Background: an optimization exercise with open tools, aiming at a short achievable clock period and few clock cycles per item. Do not read the settings as production practice. The RTL was checked by simulation tests, not by an equivalence proof against the original design. Power and IR drop assume default switching activity.

===== flow/config.mk =====
export PLATFORM = sky130hd
export DESIGN_NAME = bbj_engine
export DESIGN_NICKNAME = bbj_engine
export VERILOG_FILES = /design/flow/design.v
export SDC_FILE = /design/flow/constraint.sdc
export NUM_CORES = 4
export LEC_CHECK = 0
export CAP_MARGIN = 20
export CELL_PAD_IN_SITES_DETAIL_PLACEMENT = 1
export CELL_PAD_IN_SITES_GLOBAL_PLACEMENT = 2
export CORE_MARGIN = 2
export CORE_UTILIZATION = 35
export PLACE_DENSITY = 0.45
export SETUP_SLACK_MARGIN = 3
export SLEW_MARGIN = 20
export TNS_END_PERCENT = 5

===== flow/constraint.sdc =====
create_clock -name core_clock -period 8.0 [get_ports {clk}]
set_input_delay 1.6000 -clock core_clock [delete_from_list [all_inputs] [get_ports {clk}]]
set_output_delay 1.6000 -clock core_clock [all_outputs]
set_load 0.01 [all_outputs]

===== flow/design.v =====
module bbj_engine (
    input  wire        clk,
    input  wire        rst,
    input  wire        frame_start,
    input  wire [1:0]  msg_kind,      
    input  wire [15:0] msg_mask,
    input  wire [15:0] step_budget,   
    output reg  [2:0]  run_state,     
    output reg         frame_done,
    output reg         mem_req,
    output reg         mem_we,
    output reg  [23:0] mem_addr,
    output reg  [7:0]  mem_wdata,
    input  wire        mem_ready,
    input  wire        mem_rvalid,
    input  wire [7:0]  mem_rdata,
    output wire        pix_valid,
    input  wire        pix_ready,
    output wire [23:0] pix_rgb
);
    localparam NI  = 32;              
    localparam NIB = 5;
    localparam ND  = 32;              
    localparam NDB = 5;
    localparam RS_IDLE    = 3'd1;
    localparam RS_RUNNING = 3'd2;
    localparam RS_HALTED  = 3'd4;
    localparam P_IDLE = 3'd0;
    localparam P_HALT = 3'd1;
    localparam P_INJ  = 3'd2;    
    localparam P_SEED = 3'd3;    
    localparam P_STEP = 3'd4;    
    localparam P_VID  = 3'd5;    
    localparam P_PIX  = 3'd6;    
    reg [2:0]  phase;
    reg [15:0] mask;
    reg        inj;               
    reg [1:0]  sq_iss, sq_rcv;    
    reg        vid_iss;           
    reg        rv_q;
    reg [7:0]  rd_q;
    reg        s_v;
    reg        s_we;
    reg [23:0] s_addr;
    reg [7:0]  s_wdata;
    wire       can_put = !s_v;
    reg        va;                
    reg [23:0] pca;
    reg [16:0] steps_a;           
    reg        vb;                
    reg [23:0] srcb, dstb;
    reg        wv;
    reg [23:0] wa;
    reg [7:0]  wd;
    reg [19:0] wa_hm1;            
    reg        wa_hm1_ok;         
    reg [NI-1:0]   iv;
    reg [NIB-1:0]  irr;
    reg [ND-1:0]   dv;
    reg [NDB-1:0]  drr;
    reg        ifill;             
    reg [3:0]  fi_n;              
    reg [3:0]  fi_iss, fi_rcv;    
    reg        dfill;             
    reg        df_iss;
    wire fi_tail      = (fi_rcv >= fi_n);
    wire ifill_wr     = ifill && (fi_rcv != 4'd9) && (fi_tail || rv_q);
    wire ifill_commit = ifill && (fi_rcv == 4'd9);
    wire dfill_commit = dfill && df_iss && rv_q;
    wire [7:0] wbus = (ifill || dfill) ? (fi_tail && ifill ? 8'd0 : rd_q) : wd;
    wire [NI-1:0]    imatch;
    wire [ND-1:0]    dmatch;
    reg  [NI*72-1:0] idat;        
    reg  [ND*8-1:0]  ddat;        
    wire [71:0]      instr;
    wire [7:0]       draw;
    genvar gi, gb;
    generate
        for (gi = 0; gi < NI; gi = gi + 1) begin : g_ic
            reg  [23:0] tag;
            assign imatch[gi] = iv[gi] && (tag == pca);
            wire        eq0  = (tag[23:4] == wa[23:4]);
            wire        eq1  = wa_hm1_ok && (tag[23:4] == wa_hm1);
            wire [5:0]  off  = {1'b0, eq1, wa[3:0]} - {2'b0, tag[3:0]};
            wire        hitw = wv && iv[gi] && (eq0 || eq1) && (off <= 6'd8);
            wire        fsel = ifill_wr && (irr == gi);
            integer j;
            always @(posedge clk) begin
                if (ifill_commit && irr == gi)
                    tag <= pca;
                for (j = 0; j < 9; j = j + 1)
                    if ((fsel && fi_rcv == j) || (hitw && off[3:0] == j))
                        idat[gi*72 + 71 - 8*j -: 8] <= wbus;
            end
        end
        for (gi = 0; gi < ND; gi = gi + 1) begin : g_dc
            reg  [23:0] tag;
            assign dmatch[gi] = dv[gi] && (tag == srcb);
            wire hitw = wv && dv[gi] && (tag == wa);
            always @(posedge clk) begin
                if (dfill_commit && drr == gi) begin
                    tag <= srcb;
                    ddat[gi*8 +: 8] <= wbus;
                end else if (hitw) begin
                    ddat[gi*8 +: 8] <= wbus;
                end
            end
        end
        for (gb = 0; gb < 72; gb = gb + 1) begin : g_ior
            wire [NI-1:0] col;
            for (gi = 0; gi < NI; gi = gi + 1) begin : g_c
                assign col[gi] = idat[gi*72 + gb] & imatch[gi];
            end
            assign instr[gb] = |col;
        end
        for (gb = 0; gb < 8; gb = gb + 1) begin : g_dor
            wire [ND-1:0] col;
            for (gi = 0; gi < ND; gi = gi + 1) begin : g_c
                assign col[gi] = ddat[gi*8 + gb] & dmatch[gi];
            end
            assign draw[gb] = |col;
        end
    endgenerate
    wire       dbyp = wv && (wa == srcb);
    wire       ihit = |imatch;
    wire       dhit = (|dmatch) || dbyp;
    wire [7:0] tb   = dbyp ? wd : draw;
    wire fire = (phase == P_STEP) && vb && dhit && !dfill && can_put;
    wire [24:0] woff = {1'b0, wa} - {1'b0, pca};
    wire        win  = wv && (woff[24:4] == 21'd0) && (woff[3:0] <= 4'd8);
    wire [24:0] poff = {1'b0, dstb} - {1'b0, pca};
    wire        pin  = vb && (poff[24:4] == 21'd0) && (poff[3:0] <= 4'd8);
    reg  [71:0] instr_p;
    integer pj;
    always @(*) begin
        instr_p = instr;
        for (pj = 0; pj < 9; pj = pj + 1) begin
            if (win && woff[3:0] == pj)
                instr_p[71 - 8*pj -: 8] = wd;
            if (pin && poff[3:0] == pj)
                instr_p[71 - 8*pj -: 8] = tb;
        end
    end
    wire amove = (phase == P_STEP) && va && ihit && !ifill && (steps_a != 17'd0)
                 && (!vb || fire);
    wire imiss = (phase == P_STEP) && va && !ihit && !ifill && !vb && (steps_a != 17'd0);
    wire dmiss = (phase == P_STEP) && vb && !dhit && !dfill;
    reg  imiss_q, dmiss_q;
    wire ifill_start = imiss_q && !ifill;
    wire dfill_start = dmiss_q && !dfill;
    reg [15:0] pix_iss;           
    reg        pix_iss_done;
    reg [15:0] pix_taken;
    reg [3:0]  pix_res;           
    reg [7:0]  bank;
    reg [191:0] pf;               
    reg [2:0]  pf_wp, pf_rp;
    reg [3:0]  pf_cnt;
    assign pix_valid = (pf_cnt != 4'd0);
    assign pix_rgb   = pf[pf_rp*24 +: 24];
    wire   pix_take  = pix_valid && pix_ready;
    localparam [256*24-1:0] PALETTE = {
        96'h000000000000000000000000,
        96'h000000000000000000000000,
        96'h000000000000000000000000,
        96'h000000000000000000000000,
        96'h000000000000000000000000,
        96'h000000000000000000000000,
        96'h000000000000000000000000,
        96'h000000000000000000000000,
        96'h000000000000000000000000,
        96'h000000000000000000000000,
        96'hffffffffffccffff99ffff66,
        96'hffff33ffff00ffccffffcccc,
        96'hffcc99ffcc66ffcc33ffcc00,
        96'hff99ffff99ccff9999ff9966,
        96'hff9933ff9900ff66ffff66cc,
        96'hff6699ff6666ff6633ff6600,
        96'hff33ffff33ccff3399ff3366,
        96'hff3333ff3300ff00ffff00cc,
        96'hff0099ff0066ff0033ff0000,
        96'hccffffccffccccff99ccff66,
        96'hccff33ccff00ccccffcccccc,
        96'hcccc99cccc66cccc33cccc00,
        96'hcc99ffcc99cccc9999cc9966,
        96'hcc9933cc9900cc66ffcc66cc,
        96'hcc6699cc6666cc6633cc6600,
        96'hcc33ffcc33cccc3399cc3366,
        96'hcc3333cc3300cc00ffcc00cc,
        96'hcc0099cc0066cc0033cc0000,
        96'h99ffff99ffcc99ff9999ff66,
        96'h99ff3399ff0099ccff99cccc,
        96'h99cc9999cc6699cc3399cc00,
        96'h9999ff9999cc999999999966,
        96'h9999339999009966ff9966cc,
        96'h996699996666996633996600,
        96'h9933ff9933cc993399993366,
        96'h9933339933009900ff9900cc,
        96'h990099990066990033990000,
        96'h66ffff66ffcc66ff9966ff66,
        96'h66ff3366ff0066ccff66cccc,
        96'h66cc9966cc6666cc3366cc00,
        96'h6699ff6699cc669999669966,
        96'h6699336699006666ff6666cc,
        96'h666699666666666633666600,
        96'h6633ff6633cc663399663366,
        96'h6633336633006600ff6600cc,
        96'h660099660066660033660000,
        96'h33ffff33ffcc33ff9933ff66,
        96'h33ff3333ff0033ccff33cccc,
        96'h33cc9933cc6633cc3333cc00,
        96'h3399ff3399cc339999339966,
        96'h3399333399003366ff3366cc,
        96'h336699336666336633336600,
        96'h3333ff3333cc333399333366,
        96'h3333333333003300ff3300cc,
        96'h330099330066330033330000,
        96'h00ffff00ffcc00ff9900ff66,
        96'h00ff3300ff0000ccff00cccc,
        96'h00cc9900cc6600cc3300cc00,
        96'h0099ff0099cc009999009966,
        96'h0099330099000066ff0066cc,
        96'h006699006666006633006600,
        96'h0033ff0033cc003399003366,
        96'h0033330033000000ff0000cc,
        96'h000099000066000033000000
    };
    function [23:0] palette;
        input [7:0] v;
        palette = PALETTE[v*24 +: 24];
    endfunction
    wire pix_issue = (phase == P_PIX) && !pix_iss_done && !pix_res[3] && can_put;
    always @(posedge clk) begin
        if (rv_q && phase == P_PIX)
            pf[pf_wp*24 +: 24] <= palette(rd_q);
    end
    wire inj_put  = (phase == P_INJ) && can_put;
    wire seed_put = (phase == P_SEED) && (sq_iss != 2'd3) && can_put;
    wire df_put   = (phase == P_STEP) && dfill && !df_iss && can_put;
    wire if_put   = (phase == P_STEP) && ifill && (fi_iss != fi_n) && can_put;
    wire vid_put  = (phase == P_VID) && !vid_iss && can_put;
    reg        put, put_we;
    reg [23:0] put_addr;
    reg [7:0]  put_wdata;
    always @(*) begin
        put       = 1'b1;
        put_we    = 1'b0;
        put_addr  = {bank, pix_iss};
        put_wdata = tb;
        if (fire) begin
            put_we   = 1'b1;
            put_addr = dstb;
        end else if (inj_put) begin
            put_we    = 1'b1;
            put_addr  = {23'd0, inj};
            put_wdata = inj ? mask[7:0] : mask[15:8];
        end else if (seed_put)
            put_addr = 24'd2 + {22'd0, sq_iss};
        else if (df_put)
            put_addr = srcb;
        else if (if_put)
            put_addr = pca + {20'd0, fi_iss};
        else if (vid_put)
            put_addr = 24'd5;
        else if (!pix_issue)
            put = 1'b0;
    end
    always @(posedge clk) begin
        if (rst) begin
            phase      <= P_IDLE;
            run_state  <= RS_IDLE;
            frame_done <= 1'b0;
            mem_req    <= 1'b0;
            mem_we     <= 1'b0;
            mem_addr   <= 24'd0;
            mem_wdata  <= 8'd0;
            s_v        <= 1'b0;
            s_we       <= 1'b0;
            s_addr     <= 24'd0;
            s_wdata    <= 8'd0;
            mask       <= 16'd0;
            inj        <= 1'b0;
            sq_iss     <= 2'd0;
            sq_rcv     <= 2'd0;
            vid_iss    <= 1'b0;
            va         <= 1'b0;
            pca        <= 24'd0;
            steps_a    <= 17'd0;
            vb         <= 1'b0;
            srcb       <= 24'd0;
            dstb       <= 24'd0;
            wv         <= 1'b0;
            wa         <= 24'd0;
            wd         <= 8'd0;
            wa_hm1     <= 20'd0;
            wa_hm1_ok  <= 1'b0;
            iv         <= {NI{1'b0}};
            dv         <= {ND{1'b0}};
            irr        <= {NIB{1'b0}};
            drr        <= {NDB{1'b0}};
            ifill      <= 1'b0;
            fi_n       <= 4'd0;
            fi_iss     <= 4'd0;
            fi_rcv     <= 4'd0;
            dfill      <= 1'b0;
            df_iss     <= 1'b0;
            pix_iss    <= 16'd0;
            pix_iss_done <= 1'b0;
            pix_taken  <= 16'd0;
            pix_res    <= 4'd0;
            bank       <= 8'd0;
            pf_wp      <= 3'd0;
            pf_rp      <= 3'd0;
            pf_cnt     <= 4'd0;
            rv_q       <= 1'b0;
            rd_q       <= 8'd0;
            imiss_q    <= 1'b0;
            dmiss_q    <= 1'b0;
        end else begin
            frame_done <= 1'b0;
            rv_q       <= mem_rvalid;
            rd_q       <= mem_rdata;
            imiss_q    <= imiss && !ifill_start;
            dmiss_q    <= dmiss && !dfill_start;
            if (!mem_req || mem_ready) begin
                if (s_v) begin
                    mem_req   <= 1'b1;
                    mem_we    <= s_we;
                    mem_addr  <= s_addr;
                    mem_wdata <= s_wdata;
                    s_v       <= 1'b0;
                end else begin
                    mem_req   <= put;
                    mem_we    <= put_we;
                    mem_addr  <= put_addr;
                    mem_wdata <= put_wdata;
                end
            end else if (put) begin
                s_v     <= 1'b1;
                s_we    <= put_we;
                s_addr  <= put_addr;
                s_wdata <= put_wdata;
            end
            wv <= fire;
            wa <= dstb;
            wd <= tb;
            wa_hm1    <= dstb[23:4] - 20'd1;
            wa_hm1_ok <= (dstb[23:4] != 20'd0);
            case (phase)
            P_IDLE: begin
                if (frame_start) begin
                    if (msg_kind == 2'd2) begin
                        phase     <= P_HALT;
                        run_state <= RS_HALTED;
                    end else begin
                        run_state <= RS_RUNNING;
                        mask      <= msg_mask;
                        steps_a   <= (step_budget == 16'd0) ? 17'h10000 : {1'b0, step_budget};
                        inj       <= 1'b0;
                        sq_iss    <= 2'd0;
                        sq_rcv    <= 2'd0;
                        iv        <= {NI{1'b0}};
                        dv        <= {ND{1'b0}};
                        irr       <= {NIB{1'b0}};
                        drr       <= {NDB{1'b0}};
                        va        <= 1'b0;
                        vb        <= 1'b0;
                        ifill     <= 1'b0;
                        dfill     <= 1'b0;
                        phase     <= (msg_kind == 2'd1) ? P_INJ : P_SEED;
                    end
                end
            end
            P_HALT: ;
            P_INJ: begin
                if (inj_put) begin
                    inj <= 1'b1;
                    if (inj)
                        phase <= P_SEED;
                end
            end
            P_SEED: begin
                if (seed_put)
                    sq_iss <= sq_iss + 2'd1;
                if (rv_q) begin
                    pca    <= {pca[15:0], rd_q};
                    sq_rcv <= sq_rcv + 2'd1;
                    if (sq_rcv == 2'd2) begin
                        va    <= 1'b1;
                        phase <= P_STEP;
                    end
                end
            end
            P_STEP: begin
                if (fire) begin
                    vb <= 1'b0;
                    if (steps_a == 17'd0) begin
                        phase   <= P_VID;
                        vid_iss <= 1'b0;
                    end
                end
                if (amove) begin
                    vb      <= 1'b1;
                    srcb    <= instr_p[71:48];
                    dstb    <= instr_p[47:24];
                    pca     <= instr_p[23:0];
                    steps_a <= steps_a - 17'd1;
                end
                if (dfill_start) begin
                    dfill  <= 1'b1;
                    df_iss <= 1'b0;
                end
                if (df_put)
                    df_iss <= 1'b1;
                if (dfill_commit) begin
                    dfill   <= 1'b0;
                    dv[drr] <= 1'b1;
                    drr     <= drr + 1'b1;
                end
                if (ifill_start) begin
                    ifill  <= 1'b1;
                    fi_iss <= 4'd0;
                    fi_rcv <= 4'd0;
                    iv[irr] <= 1'b0;
                    fi_n   <= (pca[23:4] == 20'hfffff && pca[3]) ? (4'd0 - pca[3:0]) : 4'd9;
                end
                if (if_put)
                    fi_iss <= fi_iss + 4'd1;
                if (ifill_wr)
                    fi_rcv <= fi_rcv + 4'd1;
                if (ifill_commit) begin
                    ifill   <= 1'b0;
                    iv[irr] <= 1'b1;
                    irr     <= irr + 1'b1;
                end
            end
            P_VID: begin
                if (vid_put)
                    vid_iss <= 1'b1;
                if (rv_q) begin
                    bank         <= rd_q;
                    pix_iss      <= 16'd0;
                    pix_iss_done <= 1'b0;
                    pix_taken    <= 16'd0;
                    pix_res      <= 4'd0;
                    pf_wp        <= 3'd0;
                    pf_rp        <= 3'd0;
                    pf_cnt       <= 4'd0;
                    phase        <= P_PIX;
                end
            end
            P_PIX: begin
                if (pix_issue) begin
                    pix_iss <= pix_iss + 16'd1;
                    if (pix_iss == 16'hffff)
                        pix_iss_done <= 1'b1;
                end
                if (rv_q)
                    pf_wp <= pf_wp + 3'd1;
                if (pix_take) begin
                    pf_rp     <= pf_rp + 3'd1;
                    pix_taken <= pix_taken + 16'd1;
                    if (pix_taken == 16'hffff) begin
                        phase      <= P_IDLE;
                        run_state  <= RS_IDLE;
                        frame_done <= 1'b1;
                    end
                end
                pf_cnt  <= pf_cnt + {3'd0, rv_q} - {3'd0, pix_take};
                pix_res <= pix_res + {3'd0, pix_issue} - {3'd0, pix_take};
            end
            default: phase <= P_IDLE;
            endcase
        end
    end
endmodule

===== flow/run.sh =====
#!/bin/bash
# synth_recipe.tcl (not shown) runs the flow's synth.tcl, then flattens the netlist and writes it again
# the make line also repeats each setting of config.mk as NAME=value (left out here)
make -C /OpenROAD-flow-scripts/flow DESIGN_CONFIG=/design/flow/config.mk WORK_HOME=/design/flow/orfs CLKGATE_MAP_FILE= SYNTH_SCRIPT=/design/flow/synth_recipe.tcl finish

==> flow_summary.ini, run 1 <==
[clocking]
h-tree-depth = 6
cts_tree = done
cts_root_buf = clkbuf_16
path_clk_slew_ns = 0.07
clk_latency_ns = 1.18
clock-sinks = 4685
cts_buffers = 577
clock_path_buffers = 4

[timing]
fmax_ghz = 0.1824
setup_tns_ns = 0
tightest_slew_ns = 1.314
period_minus_slack_ns = 5.483
relSlewSlack = 0.1213
hold_violations = 0
setup_viol = 0
rsz0062_at_grt = yes
fin_skew_ns = 0.1334
post-route-period-util = 0.6854
slew_violations = 0

[routing]
dr.pass1.iters = 6
num_vias = 194600
wl_per_cell_um = 49.29
viasPerCell = 6.597
route.detailed.drc = 0
first_iter_violations = 32460
antenna_left = 0
drt_wl_total_um = 1454000

[power_and_ir_drop]
power_density_nw_per_um2 = 202.8
ir_drop_mv = 0.2358
p_leak_nw = 92.01

[global_route]
grt.overflow.total = 0
grt_pass1_wl_um = 1869000
grtUsageMet3 = 0.1146
use_met1 = 0.5891
grt_util_met2 = 0.5843
antenna_found_initial = 180
first_global_vias = 181200
grt_usage = 0.4139
grt_max_degree = 149
grt-busiest-layer = met1

[synth]
syn-cell-area_sq_um = 234600
synth_edf_count = 4288
ys.flop_type = edfxtp_1
synthDistinctLibCells = 112
seq_area_frac_synth = 0.5827
syn_avg_cell_area_sq_um = 12.35
ys_ff_latch = 4685
netlist_instances = 19000
synthesis.nets = 19320
async_reset_ff_frac = 0
ys_warn_count = 1

[placement]
portBuffers = 110
placed_cells = 27950
gp_congestion = 0.9854
dp_hpwl_um = 972200

[floorplanning]
num_rows = 300
start_util = 0.3513
core_area_sq_um = 667800
num_io_pins = 111
die_w_um = 822.7
die-area_sq_um = 676900
die_h_um = 822.7

[setup_path]
crit_required_ns = 9.01
critPathMaxFanout = 17
cp.arrival_ns = 6.50
path_cells = buf_12 -> buf_4 -> xnor2_1 -> nand4_1 -> nor4_2 -> buf_4 -> and2_4 -> buf_6 -> a22oi_1 -> and3_1 -> nand4_1 -> mux2i_2 -> o21ai_1 -> a32o_1
crit_path_top_delay_cell = xnor2_1
endpoint_kind = register
worst_setup_path_start_kind = register
critPathMaxStageDelay_ns = 0.72
path_class = register to register

[flow_run]
max_cap_viol_count = 0

[layout]
drive_gt1_frac = 0.1493
register_area_sq_um = 137100
layoutNonFillerInstCount = 29500
fillCellCount = 68880
multi_input_area_sq_um = 94340
area_delta_synth_final_pct = 18.39
final_nets = 20350

[min_path]
hold_class = register to register

[run_status]
status = timing/DRC/antenna clean
registers in the layout, indices dropped and copies added, names as in the netlist, 20 cells and up:
name      count
ddat        256
dstb         24
dv           32
g_dc.tag    768
g_ic.tag    768
idat       2304
iv           32
mem_addr     24
pca          24
pf          192
s_addr       24
srcb         24
wa           24
wa_hm1       20
per-stage QoR:
step	power, W	utilization	hold WS (ns)	setup slack, ns	cell area (sq um)
after floorplan	0.02888	-	0.4294	2.730	234700
after global placement	0.03020	0.3791	0.4396	1.183	253200
after detailed placement	0.03021	0.3797	0.4442	1.742	253500
after CTS	0.05636	0.4143	0.4530	2.565	276700
after global routing	0.05743	0.4156	0.4788	2.639	277500
final	0.05633	0.4160	0.4549	2.517	277800
what timing repair did:
item,CTS,global route
gates resized for setup,131,26
hold buffers,0,0
pin swaps,53,3
setup endpoints to repair,1112,1255
setup buffers,334,60
cloned,14,0
worst paths after layout:
| path | depth (start not counted) | slack [ns] | end | startpoint |
|---|---|---|---|---|
| worst max-delay path | 14 | 2.52 | pca[8] | pca[2] |
| worst min-delay path | 2 | 0.45 | s_wdata[1] | s_wdata[1] |
| worst max register to register | 14 | 2.52 | pca[8] | pca[2] |
| worst min register to register | 2 | 0.45 | s_wdata[1] | s_wdata[1] |
cell usage after synthesis, types with 74 or more instances:
| master | number | share of area |
|---|---|---|
| edfxtp_1 | 4288 | 0.55 |
| mux2i_1 | 111 | 0.0047 |
| nand3_1 | 1495 | 0.032 |
| nand2_1 | 811 | 0.013 |
| nand2b_1 | 86 | 0.0023 |
| a21o_1 | 248 | 0.0079 |
| a21oi_1 | 396 | 0.0084 |
| o21ai_0 | 328 | 0.0070 |
| xnor2_1 | 2779 | 0.10 |
| nor4_1 | 517 | 0.014 |
| inv_1 | 281 | 0.0045 |
| and3_1 | 243 | 0.0065 |
| nor2_1 | 517 | 0.0083 |
| nor3_1 | 445 | 0.0095 |
| buf_1 | 149 | 0.0024 |
| xor2_1 | 1060 | 0.040 |
| or3_1 | 79 | 0.0021 |
| dfxtp_1 | 397 | 0.034 |
| and2_1 | 91 | 0.0024 |
| a22o_1 | 502 | 0.019 |
| o211ai_1 | 74 | 0.0024 |
| nor2b_1 | 78 | 0.0021 |
| buf_2 | 164 | 0.0035 |
| a22oi_1 | 147 | 0.0047 |
| ha_1 | 234 | 0.012 |
| o22ai_1 | 263 | 0.0070 |
| mux2_2 | 75 | 0.0036 |
| nand4_1 | 1265 | 0.034 |
| clkbuf_1 | 678 | 0.011 |
cell usage in the layout, fill, tap and decap left out, types with 151 or more instances in the layout:
| cell type | netlist | layout |
|---|---|---|
| a21o_1 | 248 | 248 |
| a21oi_1 | 396 | 379 |
| a22o_1 | 502 | 502 |
| and3_1 | 243 | 228 |
| buf_12 | 3 | 224 |
| buf_4 | 72 | 1183 |
| clkbuf_1 | 678 | 151 |
| clkbuf_16 | 0 | 592 |
| dfxtp_1 | 397 | 296 |
| edfxtp_1 | 4288 | 4288 |
| ha_1 | 234 | 233 |
| inv_1 | 281 | 277 |
| nand2_1 | 811 | 802 |
| nand3_1 | 1495 | 1493 |
| nand4_1 | 1265 | 1265 |
| nor2_1 | 517 | 470 |
| nor3_1 | 445 | 429 |
| nor4_1 | 517 | 469 |
| o21ai_0 | 328 | 292 |
| xnor2_1 | 2779 | 2767 |
| xor2_1 | 1060 | 1051 |
logic make-up (layout without fill, tap and decap cells):
logic type / after synthesis / count (layout) / synth area share
simple gates: 6055 / 6062 / 0.1421
flops: 4685 / 4685 / 0.5827
xor+xnor: 3848 / 3848 / 0.1440
compound gates: 2473 / 2474 / 0.07463
buf+inv: 1434 / 2908 / 0.02784
fa+ha+maj: 272 / 272 / 0.01572
mux: 234 / 234 / 0.01294
other cells: 0 / 103 / 0
worst max-delay path, delay by kind of cell (launching register included):
family | cells | cell delay (ns)
and+or+nand+nor | 5 | 1.79
DFF | 1 | 0.41
AOI/OAI and AO/OA | 3 | 0.92
xor gates and xnor gates | 1 | 0.72
muxes | 1 | 0.23
buffers and inverters | 4 | 1.20
final cells by class:
class | instances | share of cell area
Clock buffer | 757 | 0.05607
Antenna cell | 103 | 0.0009280
Sequential cell | 4685 | 0.4935
Clock inverter | 278 | 0.009739
Timing Repair Buffer | 1585 | 0.05605
Inverter | 288 | 0.003942
Tap cell | 8909 | 0.04013
Multi-Input combinational cell | 12890 | 0.3396
where the power goes:
group | internal [W] | switching (W) | leakage (nW)
logic | 0.000770 | 0.00211 | 42.0
clock network | 0.0149 | 0.0116 | 8.86
registers | 0.0268 | 0.000228 | 41.1
total | 0.0424 | 0.0139 | 92.0
routing by layer:
layer,wire length [um],share of wire
met5,471,0.00032
met4,79320,0.055
met3,173100,0.12
met2,592400,0.41
met1,608500,0.42
Testbench counts, summed over its fixed seeds: cycles 3,932,932, frames 8.
==> run 2, diff against run 1 <==
--- a/flow/design.v
+++ b/flow/design.v
@@ -20,6 +20,6 @@
 );
-    localparam NI  = 32;              
-    localparam NIB = 5;
-    localparam ND  = 32;              
-    localparam NDB = 5;
+    localparam NI  = 80;              
+    localparam NIB = 7;
+    localparam ND  = 80;              
+    localparam NDB = 7;
     localparam RS_IDLE    = 3'd1;
@@ -417,3 +417,3 @@
                     dv[drr] <= 1'b1;
-                    drr     <= drr + 1'b1;
+                    drr     <= (drr == ND - 1) ? {NDB{1'b0}} : drr + 1'b1;
                 end
@@ -433,3 +433,3 @@
                     iv[irr] <= 1'b1;
-                    irr     <= irr + 1'b1;
+                    irr     <= (irr == NI - 1) ? {NIB{1'b0}} : irr + 1'b1;
                 end
--- a/flow/config.mk
+++ b/flow/config.mk
@@ -11,4 +11,4 @@
 export CORE_MARGIN = 2
-export CORE_UTILIZATION = 35
-export PLACE_DENSITY = 0.45
+export CORE_UTILIZATION = 30
+export PLACE_DENSITY = 0.4
 export SETUP_SLACK_MARGIN = 3
==> flow_summary.ini, run 2 <==
[global_route]
grt.overflow.total = 0
grt_pass1_wl_um = 4651000
grt_usage = 0.4217
grt_max_degree = 185
antenna_found_initial = 483
first_global_vias = 383900

[flow_run]
max_cap_viol_count = 0

[power_and_ir_drop]
intPower_w = 0.09981
p_leak_nw = 214.7
swShare = 0.2397
clock_power_share = 0.483
p_comb_frac = 0.044
ir_drop_mv = 0.1850
p_sw_w = 0.03147
power_density_nw_per_um2 = 204.5
pwr-share-seq = 0.473

[clocking]
cts_tree = done
clock-sinks = 10930
clk_latency_ns = 1.46
path_clk_slew_ns = 0.06
clock_path_buffers = 6
h-tree-depth = 7
cts_buffers = 1428
cts_hold_buf = 0
cts_root_buf = clkbuf_16

[synth]
ys.flop_type = edfxtp_1
synth_area_leaders = edfxtp_1 (61%), xnor2_1 (9.6%), xor2_1 (6.2%), a22oi_1 (3.7%), nand4_1 (2.1%)
syn_avg_cell_area_sq_um = 13.52
syn-cell-area_sq_um = 512800
netlist_instances = 37930
synth_common_cells = edfxtp_1 (10.43k), xnor2_1 (5608), xor2_1 (3652), a22oi_1 (2559), nand2_1 (2033)
synth_top_area_share = 0.6109
synth_edf_count = 10430
synthDistinctLibCells = 100
async_reset_ff_frac = 0
synth_most_common_cell = edfxtp_1
synthesis.nets = 38480
ys_ff_latch = 10930
synth_top_cell_by_area = edfxtp_1
ys_warn_count = 1
seq_area_frac_synth = 0.6303

[timing]
tightest_slew_ns = 1.666
setup_viol = 0
fmax_ghz = 0.1715
relSlewSlack = -0.1108
post-route-period-util = 0.7288
period_minus_slack_ns = 5.831
hold_violations = 0
slew_violations = 79
setup_ws_ns = 2.169
rsz0062_at_grt = yes
fin_skew_ns = 0.1710

[setup_path]
path_class = register to register
worst_setup_path_start_kind = register
critPathMaxFanout = 8
crit_required_ns = 9.16
endpoint_kind = register
cp.arrival_ns = 6.99

[layout]
fillCellCount = 174000
layout_common_cells = edfxtp_1 (10.43k), xnor2_1 (5550), xor2_1 (3619)
reg_top3 = idat (5760), g_dc.tag (1920), g_ic.tag (1920)
max_flop_register = idat
stdcell_area_sq_um = 641800
final_nets = 42250
largest_reg_flops = 5760
drive_gt1_frac = 0.1990
fin_util = 0.3762
area_delta_synth_final_pct = 25.16
final_common_cell = edfxtp_1

[floorplanning]
die-area_sq_um = 1720000
die_h_um = 1311
num_io_pins = 111
die_w_um = 1311
start_util = 0.3006
core_area_sq_um = 1706000
num_rows = 480

[placement]
place_area_sq_um = 572300
dp_hpwl_um = 2581000
gp_congestion = 1.008
pre_cts_slack_ns = 0.6640
portBuffers = 110

[routing]
antenna_left = 0
viasPerCell = 6.190
route.detailed.drc = 0
num_vias = 407000
drt_wl_total_um = 3768000
first_iter_violations = 67130
wl_per_cell_um = 57.32
dr.pass1.iters = 8

[run_status]
failed_checks = max-slew violations
status = finished with violations

[min_path]
hold_class = register to register
run 2: changes by cell type after synthesis, moves of 908 or more:
cell and change:
edfxtp_1 +6144, xnor2_1 +2829, xor2_1 +2592, a22oi_1 +2412, nand2_1 +1222, nor4_1 +908
run 2: timing repair:
action,in CTS,in global routing
endpoints found under the setup margin,5466,3178
buffers inserted,988,142
resized for setup,1566,271
pin swaps,253,122
gates cloned,105,14
run 2: layout make-up:
cell class | count | area, sq um | share of cell area
clock buffers | 1807 | 38000 | 0.05921
clock inverters | 692 | 5668 | 0.008831
flip-flops and latches | 10930 | 323600 | 0.5041
well taps | 22650 | 28340 | 0.04416
repair buffers | 4511 | 50810 | 0.07916
multi-input cells | 24290 | 192600 | 0.3000
diodes | 326 | 815.8 | 0.001271
inverters | 535 | 2042 | 0.003181
run 2: per-layer routing:
metal	vias up	global-route usage	share of wire
met4	86	0.3030	0.089
li1	151900	-	-
met3	6817	0.1069	0.095
met1	222500	0.5335	0.39
met2	25710	0.6274	0.43
met5	-	0.001350	0.00032
run 2: worst max-delay path, stage by stage (launching register included):
cell,delay (ns)
dfxtp_4,0.36
buf_12,0.15
buf_16,0.18
buf_6,0.13
buf_12,0.14
buf_16,0.16
buf_4,0.16
xnor2_1,0.12
nand4_1,0.13
nor4_4,0.10
buf_12,0.17
buf_16,0.31
a22oi_2,0.21
nand2_2,0.10
nor4_4,0.34
nand4_1,0.81
nor4bb_4,1.16
a211oi_2,0.21
o31ai_1,0.26
a211oi_1,0.11
run 2: logic make-up after synthesis:
family                   synth area share
buffers and inverters             0.02369
AND/OR/NAND/NOR                   0.08632
multiplexers                     0.004838
XOR/XNOR                           0.1582
flip-flops                         0.6303
adder cells (fa/ha/maj)           0.01360
AO/OA/AOI/OAI                     0.08314
run 2: worst paths after layout:
kind	slack, ns	endpoint	cells past startpoint	startpoint
setup reg to reg	2.17	pca[22]	19	pca[4]
hold reg to reg	0.45	mask[9]	2	mask[9]
hold / removal	0.45	mask[9]	2	mask[9]
setup / recovery	2.17	pca[22]	19	pca[4]
run 2: through the flow:
stage               total power, W  cells  hold WS, ns  TNS (ns)
CTS                         0.1315  65250       0.4564         0
finish                      0.1313  65740       0.4549         0
global placement           0.06816  61590       0.4399    -26.00
floorplan                  0.06556  37930       0.4288         -
global route                0.1336  65510       0.4727         0
detailed placement         0.06818  61660       0.4454         0
run 2: power groups by stage:
stage	clock network [W]	registers [W]	logic, W
3_3_place_gp	0	0.0634	0.00473
6_report	0.0634	0.0621	0.00576
4_1_cts	0.0639	0.0621	0.00552
3_5_place_dp	0	0.0634	0.00475
5_1_grt	0.0657	0.0621	0.00582
2_1_floorplan	0	0.0632	0.00232
Testbench counts of run 2, summed over its fixed seeds: cycles 1,060,776, frames 8.
==> run 3, diff against run 2 <==
--- a/flow/design.v
+++ b/flow/design.v
@@ -20,6 +20,6 @@
 );
-    localparam NI  = 80;              
-    localparam NIB = 7;
-    localparam ND  = 80;              
-    localparam NDB = 7;
+    localparam NI  = 64;              
+    localparam NIB = 6;
+    localparam ND  = 64;              
+    localparam NDB = 6;
     localparam RS_IDLE    = 3'd1;
@@ -56,2 +56,4 @@
     reg        wa_hm1_ok;         
+    reg            ifull, dfull;
+    reg [15:0]     lfsr;
     reg [NI-1:0]   iv;
@@ -300,2 +302,5 @@
             drr        <= {NDB{1'b0}};
+            ifull      <= 1'b0;
+            dfull      <= 1'b0;
+            lfsr       <= 16'hace1;
             ifill      <= 1'b0;
@@ -320,2 +325,3 @@
             frame_done <= 1'b0;
+            lfsr       <= {lfsr[14:0], lfsr[15] ^ lfsr[13] ^ lfsr[12] ^ lfsr[10]};
             rv_q       <= mem_rvalid;
@@ -365,2 +371,4 @@
                         drr       <= {NDB{1'b0}};
+                        ifull     <= 1'b0;
+                        dfull     <= 1'b0;
                         va        <= 1'b0;
@@ -417,3 +425,5 @@
                     dv[drr] <= 1'b1;
-                    drr     <= (drr == ND - 1) ? {NDB{1'b0}} : drr + 1'b1;
+                    drr     <= dfull ? lfsr[NDB-1:0] : drr + 1'b1;
+                    if (drr == ND - 1)
+                        dfull <= 1'b1;
                 end
@@ -433,3 +443,5 @@
                     iv[irr] <= 1'b1;
-                    irr     <= (irr == NI - 1) ? {NIB{1'b0}} : irr + 1'b1;
+                    irr     <= ifull ? lfsr[NIB+7:8] : irr + 1'b1;
+                    if (irr == NI - 1)
+                        ifull <= 1'b1;
                 end
==> flow_summary.ini, run 3 <==
[run_status]
status = finished with violations
failed_checks = max-slew violations

[routing]
viasPerCell = 6.175
first_iter_violations = 54380
drt_wl_total_um = 2811000
route.detailed.drc = 0
antenna_left = 0
num_vias = 321700
dr.pass1.iters = 8
wl_per_cell_um = 53.96

[setup_path]
reg2reg_from = pca[6]
endpoint_kind = register
crit_required_ns = 9.20
crit_family = buffers and inverters
worst_setup_path_start_kind = register
r2r_end = pca[23]
crit_path_top_delay_cell = nor4_4
path_cells = buf_16 -> buf_12 -> buf_16 -> buf_12 -> xor2_4 -> nor4_1 -> nand3_1 -> nor4_4 -> buf_12 -> buf_16 -> buf_4 -> a221oi_2 -> nand4_1 -> nor4_4 -> buf_6 -> o21ai_2 -> a21oi_2 -> o31ai_1
rrSetupSlack_ns = 2.24
critPathMaxFanout = 22
cp.buffers_inverters = 8
path_class = register to register
reg2reg_depth = 18
critPathMaxStageDelay_ns = 0.68
cp.arrival_ns = 6.95

[min_path]
min_from = lfsr[14]
hold-path-endpoint = lfsr[15]
min_path_cells = 1
hold_class = register to register

[timing]
post-route-period-util = 0.7195
relSlewSlack = -0.01715
setup_ws_ns = 2.244
setup_viol = 0
hold_violations = 0
tightest_slew_ns = 1.526
period_minus_slack_ns = 5.756
slew_violations = 9
fmax_ghz = 0.1737
hold_slack_ns = 0.4083
rsz0062_at_grt = yes
fin_skew_ns = 0.1834

[floorplanning]
num_io_pins = 111
die_w_um = 1179
core_area_sq_um = 1377000
num_rows = 431
start_util = 0.3009
die_h_um = 1179
die-area_sq_um = 1390000

[clocking]
path_clk_slew_ns = 0.06
h-tree-depth = 7
clock_path_buffers = 6
clock-sinks = 8865
cts_tree = done
clk_latency_ns = 1.43
cts_root_buf = clkbuf_16
cts_buffers = 1184

[synth]
ys_warn_count = 1
synthDistinctLibCells = 99
ys_ff_latch = 8865
ys.flop_type = edfxtp_1
synth_most_common_cell = edfxtp_1
async_reset_ff_frac = 0
synth_top_area_share = 0.6078
synth_edf_count = 8384
seq_area_frac_synth = 0.6311
synth_top_cell_by_area = edfxtp_1
netlist_instances = 29750
syn_avg_cell_area_sq_um = 13.93
syn-cell-area_sq_um = 414200
synth_common_cells = edfxtp_1 (8384), xnor2_1 (3957), xor2_1 (3497), nand4_1 (1332), a22o_1 (1284)
synthesis.nets = 30220
synth_area_leaders = edfxtp_1 (61%), xnor2_1 (8.4%), xor2_1 (7.4%), a22o_1 (2.7%), a221oi_1 (2.7%)

[placement]
placed_cells = 48790
portBuffers = 110
pre_cts_slack_ns = 1.223
dp_hpwl_um = 1842000
gp_congestion = 0.9934

[layout]
layout_common_cells = edfxtp_1 (8384), xnor2_1 (3930), xor2_1 (3430)
layoutNonFillerInstCount = 52100
max_flop_register = idat
area_delta_synth_final_pct = 24.35
largest_reg_flops = 4608
fin_util = 0.3741
reg_top3 = idat (4608), g_dc.tag (1536), g_ic.tag (1536)
final_common_cell = edfxtp_1
final_nets = 33010
drive_gt1_frac = 0.1892

[power_and_ir_drop]
p_comb_frac = 0.017
total_power_w = 0.1034
power_density_nw_per_um2 = 200.7
ir_drop_mv = 0.1728
pwr-share-seq = 0.485
swShare = 0.2255
p_leak_nw = 178.2
p_sw_w = 0.02331
clock_power_share = 0.498
intPower_w = 0.08005

[global_route]
grt_pass1_wl_um = 3520000
grt.overflow.total = 0
first_global_vias = 303100
grt_usage = 0.3914
grt_max_degree = 175
antenna_found_initial = 407

[flow_run]
max_cap_viol_count = 0
run 3: cell count changes after synthesis, moves of 390 or more:
cell	delta
nand4_1	-390
a22oi_1	-2458
nor4_1	-435
xnor2_1	-1651
edfxtp_1	-2048
a22o_1	+935
nand2_1	-1165
a221oi_1	+924
run 3: cell families after synthesis:
group,count (synthesis),share of synthesized area
flip-flops,8865,0.6311
AND/OR/NAND/NOR,5628,0.07660
adder cells (fa/ha/maj),427,0.01417
multiplexers,144,0.005102
AO/OA/AOI/OAI,5103,0.09289
buffers and inverters,2124,0.02256
XOR/XNOR,7454,0.1576
run 3: power groups by stage:
| stage | combinational (W) | sequential (W) | clock [W] |
|---|---|---|---|
| floorplan | 0.000834 | 0.0510 | 0 |
| global route | 0.00182 | 0.0501 | 0.0534 |
| detailed placement | 0.00158 | 0.0512 | 0 |
| finish | 0.00176 | 0.0501 | 0.0515 |
| CTS | 0.00167 | 0.0502 | 0.0520 |
| global placement | 0.00159 | 0.0512 | 0 |
run 3: repair_timing:
item | CTS | global route
pin swaps | 156 | 17
buffers inserted | 740 | 105
endpoints found under the hold margin | 0 | 0
endpoints found under the setup margin | 3539 | 3309
gates cloned | 108 | 2
gates resized for setup | 958 | 60
hold buffers | 0 | 0
run 3: layout make-up:
type                        count  area, sq um
antenna                       332        830.8
clock buffer                 1517        31810
clock inverter                497         3672
fill                       139900       861700
inverter                      389         1480
multi-input combinational   18760       153500
sequential                   8865       261800
tap                         18400        23020
timing repair buffer         3342        38950
run 3: worst max-delay path by stage:
stage                     depth (start not counted)  startpoint  slack, ns           to
final                                            18      pca[6]       2.24      pca[23]
after global routing                              4    pf_rp[0]       2.55  pix_rgb[14]
after CTS                                        11       wa[5]       2.44   idat[1728]
after detailed placement                         16    srcb[14]       1.22  steps_a[16]
after global placement                           16      pca[8]       0.46      pca[18]
after floorplan                                   9   fi_rcv[0]      -0.41    ddat[106]
run 3: stage by stage:
stage,TNS [ns],cell area [sq um]
after floorplan,-2085.92,414400
after global placement,0,458600
after detailed placement,0,460100
after CTS,0,512300
after global routing,0,514700
final,0,515000
run 3: routing by layer:
layer / vias to the layer above / share of wire / track usage
li1: 120500 / - / -
met4: 62 / 0.056 / 0.1784
met3: 4095 / 0.10 / 0.1044
met5: - / 0.00022 / 0
met1: 176900 / 0.42 / 0.5480
met2: 20180 / 0.42 / 0.5640
run 3: worst reg2reg max path: stages, from the launching register on:
cell and delay, ns:
dfxtp_4 0.37, buf_16 0.18, buf_12 0.27, buf_16 0.16, buf_12 0.18, xor2_4 0.20, nor4_1 0.08, nand3_1 0.14
nor4_4 0.06, buf_12 0.17, buf_16 1.15, buf_4 0.21, a221oi_2 0.32, nand4_1 0.45, nor4_4 0.69, buf_6 0.33
o21ai_2 0.13, a21oi_2 0.42, o31ai_1 0.13
Testbench counts of run 3, summed over its fixed seeds: cycles 1,240,226, frames 8.
==> run 4, diff against run 3 <==
--- a/flow/config.mk
+++ b/flow/config.mk
@@ -7,3 +7,3 @@
 export LEC_CHECK = 0
-export CAP_MARGIN = 20
+export CAP_MARGIN = 30
 export CELL_PAD_IN_SITES_DETAIL_PLACEMENT = 1
@@ -14,3 +14,3 @@
 export SETUP_SLACK_MARGIN = 3
-export SLEW_MARGIN = 20
+export SLEW_MARGIN = 45
 export TNS_END_PERCENT = 5
==> flow_summary.ini, run 4 <==
[run_status]
status = timing/DRC/antenna clean

[layout]
layoutNonFillerInstCount = 52160
largest_reg_flops = 4608
drive_gt1_frac = 0.1913
area_delta_synth_final_pct = 24.54
final_common_cell = edfxtp_1
final_nets = 32990
fillCellCount = 139800
fin_util = 0.3747
max_flop_register = idat
reg_top3 = idat (4608), g_dc.tag (1536), g_ic.tag (1536)
layout_common_cells = edfxtp_1 (8384), xnor2_1 (3917), xor2_1 (3419)

[clocking]
clock-sinks = 8865
cts_root_buf = clkbuf_16
clk_latency_ns = 1.42
clock_path_buffers = 6
path_clk_slew_ns = 0.06
h-tree-depth = 7
cts_tree = done
cts_buffers = 1184

[synth]
syn_avg_cell_area_sq_um = 13.93
ys_warn_count = 1
synth_most_common_cell = edfxtp_1
synth_edf_count = 8384
synthesis.nets = 30220
synth_top_cell_by_area = edfxtp_1
syn-cell-area_sq_um = 414200
seq_area_frac_synth = 0.6311
synth_common_cells = edfxtp_1 (8384), xnor2_1 (3957), xor2_1 (3497), nand4_1 (1332), a22o_1 (1284)
synth_top_area_share = 0.6078
ys.flop_type = edfxtp_1
ys_ff_latch = 8865
synthDistinctLibCells = 99
synth_area_leaders = edfxtp_1 (61%), xnor2_1 (8.4%), xor2_1 (7.4%), a22o_1 (2.7%), a221oi_1 (2.7%)
async_reset_ff_frac = 0
netlist_instances = 29750

[placement]
dp_hpwl_um = 1865000
gp_congestion = 0.9934
portBuffers = 110
placed_cells = 49100

[setup_path]
critPathMaxFanout = 36
cp.arrival_ns = 6.81
endpoint_kind = register
worst_setup_path_start_kind = register
crit_required_ns = 9.21
path_class = register to register

[floorplanning]
num_rows = 431
start_util = 0.3009
core_area_sq_um = 1377000
die_w_um = 1179
die-area_sq_um = 1390000
die_h_um = 1179
num_io_pins = 111

[routing]
antenna_left = 0
first_iter_violations = 52340
dr.pass1.iters = 8
wl_per_cell_um = 52.99
drt_wl_total_um = 2764000
viasPerCell = 6.106
num_vias = 318500
route.detailed.drc = 0

[power_and_ir_drop]
power_density_nw_per_um2 = 200.9
ir_drop_mv = 0.1625
swShare = 0.2255
p_leak_nw = 177.9
total_power_w = 0.1036
p_comb_frac = 0.017
intPower_w = 0.08026
p_sw_w = 0.02336
pwr-share-seq = 0.484
clock_power_share = 0.500

[timing]
hold_violations = 0
relSlewSlack = 0.3194
setup_viol = 0
fin_skew_ns = 0.1739
tightest_slew_ns = 1.021
period_minus_slack_ns = 5.604
rsz0062_at_grt = yes
post-route-period-util = 0.7006
hold_slack_ns = 0.4181
slew_violations = 0
fmax_ghz = 0.1784
setup_tns_ns = 0

[global_route]
grt.overflow.total = 0
first_global_vias = 301900
grt_usage = 0.3843
antenna_found_initial = 386
grt_pass1_wl_um = 3469000
grt_max_degree = 164

[flow_run]
max_cap_viol_count = 0

[min_path]
hold_class = register to register
[run 4: repair_timing]
item / CTS / global route
gates cloned: 70 / 8
resized for setup: 647 / 132
setup buffers: 487 / 38
pin swaps: 107 / 39
hold buffers: 0 / 0
endpoints found under the setup margin: 1374 / 1379
[run 4: critical path, stage by stage (launching register included)]
cell and delay (ns):
dfxtp_4 0.36, buf_12 0.17, buf_4 0.29, buf_16 0.20, buf_4 0.17, xor2_1 0.14, nor4_1 0.07, nand3_1 0.15
nor4_4 0.06, buf_4 0.22, buf_12 0.25, a22o_1 0.49, a221oi_1 0.61, nand4_1 0.36, nor4_2 0.37, buf_6 0.38
o21ai_0 0.26, a21oi_4 0.35, o21ai_0 0.12
[run 4: power groups by stage]
| stage | clock (W) | combinational (W) | sequential (W) |
|---|---|---|---|
| after floorplan | 0 | 0.000834 | 0.0510 |
| after global placement | 0 | 0.00159 | 0.0512 |
| after detailed placement | 0 | 0.00164 | 0.0511 |
| after CTS | 0.0522 | 0.00169 | 0.0501 |
| after global routing | 0.0537 | 0.00177 | 0.0501 |
| final | 0.0518 | 0.00172 | 0.0501 |
[run 4: per-stage QoR]
step           setup WS, ns  area, sq um
2_1_floorplan       -0.4072       414400
3_3_place_gp         0.4621       458600
3_5_place_dp          1.498       466300
4_1_cts               2.770       512800
5_1_grt               2.651       515600
6_report              2.396       515900
[run 4: worst paths after layout]
kind	start	endpoint	slack, ns	cells after the start
setup reg to reg	pca[14]	pca[20]	2.40	18
setup / recovery	pca[14]	pca[20]	2.40	18
hold / removal	lfsr[6]	lfsr[7]	0.42	1
hold reg to reg	lfsr[6]	lfsr[7]	0.42	1
[run 4: cell families (layout without fill, tap and decap cells)]
logic type | count (synthesis) | after routing | share of synthesized area
flip-flops | 8865 | 8865 | 0.6311
XOR/XNOR | 7454 | 7454 | 0.1576
AND/OR/NAND/NOR | 5628 | 5628 | 0.07660
AO/OA/AOI/OAI | 5103 | 5104 | 0.09289
buffers and inverters | 2124 | 5733 | 0.02256
adder cells (fa/ha/maj) | 427 | 427 | 0.01417
multiplexers | 144 | 144 | 0.005102
other | 0 | 399 | 0
[run 4: routing by layer]
layer / up-vias / share of wire / GRT usage / wire [um]
li1: 120600 / - / - / -
met4: 48 / 0.054 / 0.1650 / 149500
met2: 18870 / 0.42 / 0.5604 / 1153000
met1: 175200 / 0.43 / 0.5404 / 1178000
met3: 3727 / 0.10 / 0.09650 / 282500
met5: - / 0.00024 / 0 / 664
[run 4: area by class of cell]
type | instances | area (sq um) | share of cell area
Timing Repair Buffer | 3322 | 38510 | 0.07465
Clock buffer | 1514 | 31650 | 0.06135
Tap cell | 18400 | 23020 | 0.04463
Clock inverter | 508 | 4023 | 0.007798
Multi-Input combinational cell | 18760 | 154400 | 0.2993
Inverter | 389 | 1490 | 0.002889
Antenna cell | 399 | 998.5 | 0.001936
Sequential cell | 8865 | 261800 | 0.5075

re-timing with driven ports:
The results above use ideal ports. As a check the final layouts listed here were re-extracted and re-timed, cells and wires unchanged. Step 1, drivers: a clkbuf_16 drives clk and a buf_2 each remaining input, both assumed. Step 2 moves the port delays by t, midway between the first and last clock arrival at a register: inputs arrive t later, outputs are due t later. That takes back most of the time a late clock gives input paths. a / b / c = ideal / step 1 / step 2; a / b = the first two.
run | shift t [ns] | setup slack, ns | worst setup path after step 2 | worst slew at a driven data input, ns | cell pins on the clock port's net
run 1 | 1.272 | 2.517 / 2.517 / 2.225 | input to register | 0.11 | 1
run 2 | 1.578 | 2.169 / 2.169 / 1.572 | input to register | 0.11 | 1
run 3 | 1.544 | 2.244 / 2.244 / 2.244 | register to register | 0.12 | 1
run 4 | 1.501 | 2.396 / 2.396 / 2.396 | register to register | 0.12 | 1
The setup slack of run 2, which loses most, moves by 0.000 ns with the drivers and by -0.597 ns with both steps.
